Context: an optimization exercise on an open-source flow, tuned for small area. The choices shown serve that exercise and are no tape-out recipe.
The RTL was checked by simulation tests, not by an equivalence proof against the original design.
Power figures rest on the tool's default switching activity, not on a simulated workload.

`flow/config.mk`:
```
export PLATFORM = sky130hd
export DESIGN_NAME = oscq
export DESIGN_NICKNAME = oscq
export VERILOG_FILES = /design/flow/design.v
export SDC_FILE = /design/flow/constraint.sdc
export NUM_CORES = 4
export LEC_CHECK = 0
export CAP_MARGIN = 20
export CORE_MARGIN = 2
export CORE_UTILIZATION = 40
export SLEW_MARGIN = 20
export SYNTH_MEMORY_MAX_BITS = 16384
```
`flow/constraint.sdc`:
```
create_clock -name core_clock -period 10.0 [get_ports {clk}]
set_input_delay 2.0000 -clock core_clock [delete_from_list [all_inputs] [get_ports {clk}]]
set_output_delay 2.0000 -clock core_clock [all_outputs]
set_load 0.01 [all_outputs]
```
`flow/design.v`:
```
module oscq_sintab (
    input  wire [8:0]  idx,
    output reg  [12:0] val
);
    always @(*) begin
        case (idx)
            9'd0: val = 13'd0;
            9'd1: val = 13'd25;
            9'd2: val = 13'd50;
            9'd3: val = 13'd75;
            9'd4: val = 13'd100;
            9'd5: val = 13'd125;
            9'd6: val = 13'd150;
            9'd7: val = 13'd175;
            9'd8: val = 13'd201;
            9'd9: val = 13'd226;
            9'd10: val = 13'd251;
            9'd11: val = 13'd276;
            9'd12: val = 13'd301;
            9'd13: val = 13'd326;
            9'd14: val = 13'd351;
            9'd15: val = 13'd376;
            9'd16: val = 13'd401;
            9'd17: val = 13'd426;
            9'd18: val = 13'd451;
            9'd19: val = 13'd476;
            9'd20: val = 13'd501;
            9'd21: val = 13'd526;
            9'd22: val = 13'd551;
            9'd23: val = 13'd576;
            9'd24: val = 13'd601;
            9'd25: val = 13'd625;
            9'd26: val = 13'd650;
            9'd27: val = 13'd675;
            9'd28: val = 13'd700;
            9'd29: val = 13'd725;
            9'd30: val = 13'd749;
            9'd31: val = 13'd774;
            9'd32: val = 13'd799;
            9'd33: val = 13'd823;
            9'd34: val = 13'd848;
            9'd35: val = 13'd872;
            9'd36: val = 13'd897;
            9'd37: val = 13'd922;
            9'd38: val = 13'd946;
            9'd39: val = 13'd970;
            9'd40: val = 13'd995;
            9'd41: val = 13'd1019;
            9'd42: val = 13'd1043;
            9'd43: val = 13'd1068;
            9'd44: val = 13'd1092;
            9'd45: val = 13'd1116;
            9'd46: val = 13'd1140;
            9'd47: val = 13'd1164;
            9'd48: val = 13'd1189;
            9'd49: val = 13'd1213;
            9'd50: val = 13'd1237;
            9'd51: val = 13'd1261;
            9'd52: val = 13'd1284;
            9'd53: val = 13'd1308;
            9'd54: val = 13'd1332;
            9'd55: val = 13'd1356;
            9'd56: val = 13'd1379;
            9'd57: val = 13'd1403;
            9'd58: val = 13'd1427;
            9'd59: val = 13'd1450;
            9'd60: val = 13'd1474;
            9'd61: val = 13'd1497;
            9'd62: val = 13'd1520;
            9'd63: val = 13'd1544;
            9'd64: val = 13'd1567;
            9'd65: val = 13'd1590;
            9'd66: val = 13'd1613;
            9'd67: val = 13'd1636;
            9'd68: val = 13'd1659;
            9'd69: val = 13'd1682;
            9'd70: val = 13'd1705;
            9'd71: val = 13'd1728;
            9'd72: val = 13'd1751;
            9'd73: val = 13'd1774;
            9'd74: val = 13'd1796;
            9'd75: val = 13'd1819;
            9'd76: val = 13'd1841;
            9'd77: val = 13'd1864;
            9'd78: val = 13'd1886;
            9'd79: val = 13'd1908;
            9'd80: val = 13'd1930;
            9'd81: val = 13'd1953;
            9'd82: val = 13'd1975;
            9'd83: val = 13'd1997;
            9'd84: val = 13'd2018;
            9'd85: val = 13'd2040;
            9'd86: val = 13'd2062;
            9'd87: val = 13'd2084;
            9'd88: val = 13'd2105;
            9'd89: val = 13'd2127;
            9'd90: val = 13'd2148;
            9'd91: val = 13'd2170;
            9'd92: val = 13'd2191;
            9'd93: val = 13'd2212;
            9'd94: val = 13'd2233;
            9'd95: val = 13'd2254;
            9'd96: val = 13'd2275;
            9'd97: val = 13'd2296;
            9'd98: val = 13'd2317;
            9'd99: val = 13'd2337;
            9'd100: val = 13'd2358;
            9'd101: val = 13'd2379;
            9'd102: val = 13'd2399;
            9'd103: val = 13'd2419;
            9'd104: val = 13'd2440;
            9'd105: val = 13'd2460;
            9'd106: val = 13'd2480;
            9'd107: val = 13'd2500;
            9'd108: val = 13'd2520;
            9'd109: val = 13'd2539;
            9'd110: val = 13'd2559;
            9'd111: val = 13'd2579;
            9'd112: val = 13'd2598;
            9'd113: val = 13'd2617;
            9'd114: val = 13'd2637;
            9'd115: val = 13'd2656;
            9'd116: val = 13'd2675;
            9'd117: val = 13'd2694;
            9'd118: val = 13'd2713;
            9'd119: val = 13'd2732;
            9'd120: val = 13'd2750;
            9'd121: val = 13'd2769;
            9'd122: val = 13'd2787;
            9'd123: val = 13'd2806;
            9'd124: val = 13'd2824;
            9'd125: val = 13'd2842;
            9'd126: val = 13'd2860;
            9'd127: val = 13'd2878;
            9'd128: val = 13'd2896;
            9'd129: val = 13'd2914;
            9'd130: val = 13'd2931;
            9'd131: val = 13'd2949;
            9'd132: val = 13'd2966;
            9'd133: val = 13'd2983;
            9'd134: val = 13'd3001;
            9'd135: val = 13'd3018;
            9'd136: val = 13'd3034;
            9'd137: val = 13'd3051;
            9'd138: val = 13'd3068;
            9'd139: val = 13'd3085;
            9'd140: val = 13'd3101;
            9'd141: val = 13'd3117;
            9'd142: val = 13'd3134;
            9'd143: val = 13'd3150;
            9'd144: val = 13'd3166;
            9'd145: val = 13'd3182;
            9'd146: val = 13'd3197;
            9'd147: val = 13'd3213;
            9'd148: val = 13'd3229;
            9'd149: val = 13'd3244;
            9'd150: val = 13'd3259;
            9'd151: val = 13'd3274;
            9'd152: val = 13'd3290;
            9'd153: val = 13'd3304;
            9'd154: val = 13'd3319;
            9'd155: val = 13'd3334;
            9'd156: val = 13'd3348;
            9'd157: val = 13'd3363;
            9'd158: val = 13'd3377;
            9'd159: val = 13'd3391;
            9'd160: val = 13'd3405;
            9'd161: val = 13'd3419;
            9'd162: val = 13'd3433;
            9'd163: val = 13'd3447;
            9'd164: val = 13'd3460;
            9'd165: val = 13'd3473;
            9'd166: val = 13'd3487;
            9'd167: val = 13'd3500;
            9'd168: val = 13'd3513;
            9'd169: val = 13'd3526;
            9'd170: val = 13'd3538;
            9'd171: val = 13'd3551;
            9'd172: val = 13'd3563;
            9'd173: val = 13'd3576;
            9'd174: val = 13'd3588;
            9'd175: val = 13'd3600;
            9'd176: val = 13'd3612;
            9'd177: val = 13'd3624;
            9'd178: val = 13'd3635;
            9'd179: val = 13'd3647;
            9'd180: val = 13'd3658;
            9'd181: val = 13'd3669;
            9'd182: val = 13'd3681;
            9'd183: val = 13'd3691;
            9'd184: val = 13'd3702;
            9'd185: val = 13'd3713;
            9'd186: val = 13'd3724;
            9'd187: val = 13'd3734;
            9'd188: val = 13'd3744;
            9'd189: val = 13'd3754;
            9'd190: val = 13'd3764;
            9'd191: val = 13'd3774;
            9'd192: val = 13'd3784;
            9'd193: val = 13'd3793;
            9'd194: val = 13'd3803;
            9'd195: val = 13'd3812;
            9'd196: val = 13'd3821;
            9'd197: val = 13'd3830;
            9'd198: val = 13'd3839;
            9'd199: val = 13'd3848;
            9'd200: val = 13'd3856;
            9'd201: val = 13'd3865;
            9'd202: val = 13'd3873;
            9'd203: val = 13'd3881;
            9'd204: val = 13'd3889;
            9'd205: val = 13'd3897;
            9'd206: val = 13'd3904;
            9'd207: val = 13'd3912;
            9'd208: val = 13'd3919;
            9'd209: val = 13'd3926;
            9'd210: val = 13'd3933;
            9'd211: val = 13'd3940;
            9'd212: val = 13'd3947;
            9'd213: val = 13'd3954;
            9'd214: val = 13'd3960;
            9'd215: val = 13'd3967;
            9'd216: val = 13'd3973;
            9'd217: val = 13'd3979;
            9'd218: val = 13'd3985;
            9'd219: val = 13'd3990;
            9'd220: val = 13'd3996;
            9'd221: val = 13'd4001;
            9'd222: val = 13'd4007;
            9'd223: val = 13'd4012;
            9'd224: val = 13'd4017;
            9'd225: val = 13'd4022;
            9'd226: val = 13'd4026;
            9'd227: val = 13'd4031;
            9'd228: val = 13'd4035;
            9'd229: val = 13'd4039;
            9'd230: val = 13'd4044;
            9'd231: val = 13'd4047;
            9'd232: val = 13'd4051;
            9'd233: val = 13'd4055;
            9'd234: val = 13'd4058;
            9'd235: val = 13'd4062;
            9'd236: val = 13'd4065;
            9'd237: val = 13'd4068;
            9'd238: val = 13'd4071;
            9'd239: val = 13'd4073;
            9'd240: val = 13'd4076;
            9'd241: val = 13'd4078;
            9'd242: val = 13'd4080;
            9'd243: val = 13'd4083;
            9'd244: val = 13'd4084;
            9'd245: val = 13'd4086;
            9'd246: val = 13'd4088;
            9'd247: val = 13'd4089;
            9'd248: val = 13'd4091;
            9'd249: val = 13'd4092;
            9'd250: val = 13'd4093;
            9'd251: val = 13'd4094;
            9'd252: val = 13'd4094;
            9'd253: val = 13'd4095;
            9'd254: val = 13'd4095;
            9'd255: val = 13'd4095;
            9'd256: val = 13'd4096;
            default: val = 13'd0;
        endcase
    end
endmodule
module oscq_wave (
    input  wire [2:0]  op,       
    input  wire [31:0] phase,
    input  wire [31:0] duty,
    input  wire [31:0] xin,
    input  wire [15:0] imm16,
    output wire [15:0] sample
);
    wire p31 = phase[31];
    wire [8:0]  tidx = phase[30] ? (9'd256 - {1'b0, phase[29:22]}) : {1'b0, phase[29:22]};
    wire [12:0] smag;
    oscq_sintab u_tab (.idx(tidx), .val(smag));
    wire [15:0] sin_b = {3'b000, smag} ^ {16{p31}};
    wire [15:0] ramp_b = {{4{~p31}}, phase[30:19]};
    wire        ramp_c = ~p31 & (|phase[18:0]);
    wire [15:0] tri_t  = {{4{~phase[30]}}, phase[29:18]};
    wire        tri_tc = ~phase[30] & (|phase[17:0]);
    wire [15:0] tri_b  = tri_t ^ {16{p31}};
    wire        tri_c  = tri_tc ^ p31;
    wire [15:0] pwm_b = (phase > duty) ? 16'h1000 : 16'hF000;
    wire [15:0] qx_b = xin[27:12];
    wire        qx_c = xin[31] & (|xin[11:0]);
    reg [15:0] base;
    reg        cin;
    always @(*) begin
        case (op)
            3'd1:    begin base = sin_b;  cin = p31;    end
            3'd2:    begin base = ramp_b; cin = ramp_c; end
            3'd3:    begin base = tri_b;  cin = tri_c;  end
            3'd4:    begin base = pwm_b;  cin = 1'b0;   end
            3'd5:    begin base = qx_b;   cin = qx_c;   end
            default: begin base = imm16;  cin = 1'b0;   end
        endcase
    end
    assign sample = base + {15'd0, cin};
endmodule
module oscq (
    input  wire        clk,
    input  wire        rst,         
    input  wire        tx_valid,
    input  wire        tx_rw,       
    input  wire [3:0]  tx_idx,
    input  wire [31:0] tx_data,
    output reg         rd_valid,
    output reg  [31:0] rd_data,
    output reg         smp_valid,
    output wire [15:0] smp_data,
    output wire        done
);
    reg [31:0] freq_r;
    reg [31:0] phase_r;
    reg [31:0] duty_r;
    reg [31:0] count_r;
    reg [31:0] xin_r;
    reg [15:0] sample_r;
    reg        err_overrun;
    reg        err_illcmd;
    reg        err_addr;
    reg [2:0]  rd_sel;
    assign done     = (count_r == 32'd0);
    assign smp_data = sample_r;
    wire       is_rd   = tx_valid & ~tx_rw;
    wire       is_wr   = tx_valid &  tx_rw;
    wire [7:0] op      = tx_data[7:0];
    wire [15:0] imm16  = tx_data[31:16];
    wire lo_slot  = ~tx_idx[3] & (~tx_idx[2] | (tx_idx[1:0] == 2'b00));    
    wire wr_reg   = is_wr & lo_slot;
    wire wr_cmd   = is_wr & (tx_idx == 4'd5);
    wire addr_err = (is_rd & (tx_idx[3] | (tx_idx[2:0] == 3'd5))) |
                    (is_wr & (tx_idx[3] | (tx_idx[2:1] == 2'b11)));
    wire cmd_legal = (tx_data[15:3] == 13'd0) & ((op[2:0] == 3'd6) | (imm16 == 16'd0));
    wire cmd_ok    = wr_cmd & cmd_legal;
    wire ill_cmd   = wr_cmd & ~cmd_legal;
    wire is_osc    = cmd_ok & (op[2:0] != 3'd0) & ~op[2] | cmd_ok & (op[2:0] == 3'd4);
    wire overrun   = is_osc & done;
    wire osc_go    = is_osc & ~done;
    wire do_xp     = cmd_ok & op[2] & ~op[1] & op[0] | cmd_ok & (op[2:0] == 3'd6);
    wire do_reset  = cmd_ok & (op[2:0] == 3'd7);
    wire emit      = osc_go | do_xp;
    wire clr       = rst | do_reset;
    wire [15:0] new_sample;
    oscq_wave u_wave (
        .op    (op[2:0]),
        .phase (phase_r),
        .duty  (duty_r),
        .xin   (xin_r),
        .imm16 (imm16),
        .sample(new_sample)
    );
    always @(*) begin
        case (rd_sel)
            3'd0:    rd_data = freq_r;
            3'd1:    rd_data = phase_r;
            3'd2:    rd_data = duty_r;
            3'd3:    rd_data = count_r;
            3'd4:    rd_data = xin_r;
            3'd6:    rd_data = {{16{sample_r[15]}}, sample_r};
            3'd7:    rd_data = {28'd0, err_addr, err_illcmd, err_overrun, done};
            default: rd_data = 32'd0;
        endcase
    end
    always @(posedge clk) begin
        if (clr) begin
            freq_r      <= 32'd0;
            phase_r     <= 32'd0;
            duty_r      <= 32'd0;
            count_r     <= 32'd0;
            xin_r       <= 32'd0;
            sample_r    <= 16'd0;
            err_overrun <= 1'b0;
            err_illcmd  <= 1'b0;
            err_addr    <= 1'b0;
        end else begin
            if (wr_reg) begin
                case (tx_idx[2:0])
                    3'd0:    freq_r  <= tx_data;
                    3'd1:    phase_r <= tx_data;
                    3'd2:    duty_r  <= tx_data;
                    3'd3:    count_r <= tx_data;
                    default: xin_r   <= tx_data;
                endcase
            end
            if (osc_go) begin
                phase_r <= phase_r + freq_r;
                count_r <= count_r - 32'd1;
            end
            if (emit)     sample_r    <= new_sample;
            if (overrun)  err_overrun <= 1'b1;
            if (ill_cmd)  err_illcmd  <= 1'b1;
            if (addr_err) err_addr    <= 1'b1;
        end
    end
    always @(posedge clk) begin
        rd_valid  <= ~rst & is_rd;
        smp_valid <= ~rst & emit;
        rd_sel    <= tx_idx[3] ? 3'd5 : tx_idx[2:0];
    end
endmodule
```
`flow/run.sh`:
```
#!/bin/bash
# synth_recipe.tcl (not shown) runs the flow's synth.tcl, then flattens the netlist and writes it again
# the make line also repeats each setting of config.mk as NAME=value (left out here)
make -C /OpenROAD-flow-scripts/flow DESIGN_CONFIG=/design/flow/config.mk WORK_HOME=/design/flow/orfs CLKGATE_MAP_FILE= SYNTH_SCRIPT=/design/flow/synth_recipe.tcl finish
```
==> summary.txt <==
[layout make-up]
class	count	area (µm²)	share of cell area, %
clock inverter	14	206.4	1.124
timing repair buffer	137	1249	6.800
clock buffer	18	429.2	2.337
antenna	1	2.502	0.01363
inverter	70	265.3	1.445
tap	532	665.6	3.625
sequential	184	3686	20.07
multi-input combinational	1869	11860	64.58
[power breakdown]
| group | switching [mW] | internal (mW) |
|---|---|---|
| logic | 0.155 | 0.0714 |
| clock network | 0.338 | 0.426 |
| registers | 0.00947 | 0.738 |
| total | 0.503 | 1.23 |
[cell usage in the layout, fill, tap and decap left out, drive strengths merged, types with 59 or more instances in the layout]
cell type      instances
a21oi                269
nor2                 177
inv                   72
o21ai                 93
dfxtp                184
clkdlybuf4s50         89
ha                    83
a22oi                 87
nand2                345
nand3                 59
[how the worst max path moves through the flow]
stage                 from  cells past startpoint  slack (ns)      endpoint
2_1_floorplan  phase_r[22]                     23        4.33  sample_r[10]
3_3_place_gp   phase_r[22]                     22        3.39  sample_r[10]
3_5_place_dp   phase_r[22]                     22        3.23  sample_r[10]
4_1_cts        phase_r[22]                     22        3.18  sample_r[10]
5_1_grt        phase_r[22]                     22        2.80  sample_r[10]
6_report       phase_r[22]                     22        2.98  sample_r[10]
[logic make-up (layout without fill, tap and decap cells)]
family / after synthesis / count (layout)
AO/OA/AOI/OAI: 833 / 833
XOR/XNOR: 62 / 62
adder cells (fa/ha/maj): 84 / 84
buffers and inverters: 282 / 239
flip-flops: 184 / 184
multiplexers: 38 / 38
other: 0 / 1
AND/OR/NAND/NOR: 852 / 852
[cells in the mapped netlist, types with 7 or more instances]
master,instances,share of area [%]
a2111oi_0,16,0.84
a211o_1,12,0.63
a211oi_1,44,2.0
a21o_1,33,1.5
a21oi_1,269,8.1
a221oi_1,30,1.6
a22o_1,7,0.37
a22oi_1,87,3.9
a311oi_1,13,0.68
a31oi_1,25,0.94
a32oi_1,10,0.53
and2_1,12,0.45
and3_1,18,0.68
buf_1,25,0.56
buf_2,40,1.2
buf_4,9,0.41
buf_6,7,0.47
clkbuf_1,130,2.9
dfxtp_1,184,22
ha_1,83,6.2
inv_1,62,1.4
mux2_2,7,0.47
mux2i_1,28,1.7
nand2_1,344,7.7
nand2b_1,24,0.90
nand3_1,57,1.7
nand4_1,39,1.5
nor2_1,176,4.0
nor2b_1,22,0.83
nor3_1,52,1.6
nor4_1,25,0.94
o2111ai_1,8,0.42
o211ai_1,34,1.5
o21a_1,10,0.45
o21ai_0,87,2.6
o21bai_1,7,0.32
o221ai_1,7,0.37
o22ai_1,15,0.56
o311ai_0,13,0.68
o31ai_1,13,0.59
o32ai_1,8,0.42
or2_2,11,0.41
or3_1,16,0.60
xnor2_1,37,1.9
xor2_1,22,1.2
[metal layers]
layer / wire, µm / up-vias / track usage (%)
li1: - / 8600 / -
met1: 31110 / 9225 / 43.61
met2: 33740 / 1059 / 53.04
met3: 6425 / 213 / 5.811
met4: 3639 / 2 / 16.08
met5: 13 / - / 0
[worst reg2reg max path, stage by stage, from the launching register on]
cell      delay (ns)
dfxtp_1         0.35
clkinv_1        0.53
ha_1            0.64
mux2_2          0.52
clkinv_1        0.54
ha_1            0.69
or2_2           0.43
mux2i_1         0.37
nor3_1          0.12
a211oi_1        0.24
a211oi_1        0.08
a311oi_1        0.30
nor3_1          0.08
o21ai_0         0.34
xnor2_1         0.17
nor2_1          0.07
o32a_1          0.30
ha_1            0.20
ha_1            0.23
and4_1          0.21
and3_1          0.21
xnor2_1         0.13
a211oi_2        0.21
[registers in the layout (all words and copies together) (netlist names)]
signal	flops
count_r	32
duty_r	32
err_addr	1
err_illcmd	1
err_overrun	1
freq_r	32
phase_r	32
rd_sel	3
rd_valid	1
sample_r	16
smp_valid	1
xin_r	32
==> impl_metrics.csv <==
group,metric,value,unit
outcome,run_status,"finished clean",
timing,slew_headroom,24.14,%
timing,tns,0,ns
worst_setup_path,cp_top_family,"adder cells",
worst_setup_path,r2r.worst_path.cells,22,
power,cellLeakagePower,6.596,nW
final_layout,fin_util,44.77,%
die,die_w,208.2,µm
place,dp_slack,3.232,ns
yosys,async_flop_share,0,%
place,dp_hpwl,51900,µm
place,io_buffers,90,
clocking,clockRootBuffer,"clkbuf_16",
yosys,synth-seq-area-share,22.09,%
final_layout,layout-drive-gt1-share,6.894,%
yosys,yosys_register_bits,184,
routing,wl_per_cell,26.52,µm
place,placed_cells,2792,
timing,slew_violations,0,
routing,dr.pass1.iters,6,
final_layout,final_area,18360,µm²
yosys,syn_area,16670,µm²
die,core_area,41020,µm²
worst_setup_path,crit_path_top_delay_cell,"ha_1",
timing,fin_crit_sh,70.22,%
clocking,cts_buffers,17,
yosys,synthAdderAreaFrac,6.348,%
yosys,synth_cell_types,111,
final_layout,instances_no_fill,2825,
worst_setup_path,crit_path_max_fanout,19,
timing,hold_viol,0,
die,dieArea,43340,µm²
timing,fmax,142.4,MHz
worst_setup_path,slowest_delay,0.69,ns
worst_setup_path,crit_top_cell,"ha_1",
final_layout,syn2layout_area_growth,10.12,%
routing,dr_total_vias,19100,
worst_hold_path,worst_hold_path.num_cells,2,
power,power_density,94.63,nW/µm²
yosys,synthXorXnorAreaFrac,3.497,%
yosys,synth_edf_count,0,
timing,setup_viol,0,
yosys,synth_compound_area_share,34.01,%
worst_setup_path,r2r_slack,2.98,ns
yosys,synth_top_family_by_area,"compound AO/OA/AOI/OAI gates",
clocking,cts_hold_buf,0,
final_layout,layout.nets,2403,
routing,postRouteAntennaNets,0,
die,io_pins,91,
die,die_h,208.2,µm
power,peakVddDrop,0.1257,mV
routing,drc,0,
timing,rsz0062_at_grt,"no",
yosys,synth_nets,2459,
yosys,postSynthAreaPerCell,7.141,µm²
routing,wirelength,74930,µm
routing,via_per_inst,6.761,
timing,fin_crit,7.022,ns
worst_setup_path,rr_endpoint,"sample_r[10]",
timing,fin_worst_skew,0.01975,ns
clocking,cts_sinks,184,
worst_setup_path,path_cells,"clkinv_1 -> ha_1 -> mux2_2 -> clkinv_1 -> ha_1 -> or2_2 -> mux2i_1 -> nor3_1 -> a211oi_1 -> a211oi_1 -> a311oi_1 -> nor3_1 -> o21ai_0 -> xnor2_1 -> nor2_1 -> o32a_1 -> ha_1 -> ha_1 -> and4_1 -> and3_1 -> xnor2_1 -> a211oi_2",
power,total_power,1.738,mW
routing,drt_iter0_drc,2726,
worst_setup_path,worstPathRequired,10.38,ns
worst_setup_path,start_kind,"flip-flop",
yosys,yosysWarnings,3,
clocking,htree_levels,4,
worst_setup_path,crit_buf_inv,2,
flow_run,maxCapViolations,0,
timing,worstMarginPinSlew,1.135,ns
yosys,synthCells,2335,
timing,hold-worst-slack,0.4613,ns
clocking,cts.repair.resized,0,
place,gp_congestion,1.027,
global_route,grt_max_degree,83,
global_route,grt_use_total,33.30,%
global_route,first_global_vias,17750,
worst_setup_path,cp-end-kind,"flip-flop",
worst_setup_path,crit_type,"reg2reg",
final_layout,n_fill_cell,4208,
clocking,clkLatencyLatePin,0.48,ns
place,placed_area,17720,µm²
die,rows,74,
worst_hold_path,min_from,"xin_r[28]",
yosys,synthMuxAreaShare,2.514,%
timing,worst_slack,2.978,ns
clocking,cts_tree,"built",
yosys,synthSimpleGateAreaFrac,24.36,%
global_route,grt_overflow,0,
die,start_util,40.65,%
clocking,post_cts_buffers,0,
worst_setup_path,rr_startpoint,"phase_r[22]",
global_route,grt_pass1_wl,112000,µm
global_route,antenna_found_initial,3,
clocking,clk_pin_slew,0.07,ns
clocking,clk_path_buf_depth,2,
yosys,synth_ff_type,"dfxtp_1",
worst_setup_path,cp_data_arrival_time,7.41,ns
worst_hold_path,hold_end,"xin_r[28]",
worst_hold_path,hp-class,"reg2reg",

-- what the ideal ports hide --
Ports are ideal in the flow. The routed layout listed here was re-timed in OpenROAD.
Step 1: set_driving_cell puts a clkbuf_16 on clk and a buf_2 on each other input, an assumption about the parent block.
Step 2 moves the port delays by t, midway between the first and last clock arrival at a register: inputs arrive t later, outputs are due t later. That takes back most of the time a late clock gives input paths.
Slacks: no drivers / after step 1 / after step 2; pairs: no drivers / after step 1.
t, ns: 0.526
slack for setup (ns): 2.978 / 2.978 / 2.978
clock arrival spread, ns: 0.020 / 0.020
After both steps this run still meets setup and hold. The setup slack of this run moves by 0.000 ns with the drivers and by 0.000 ns with both steps.
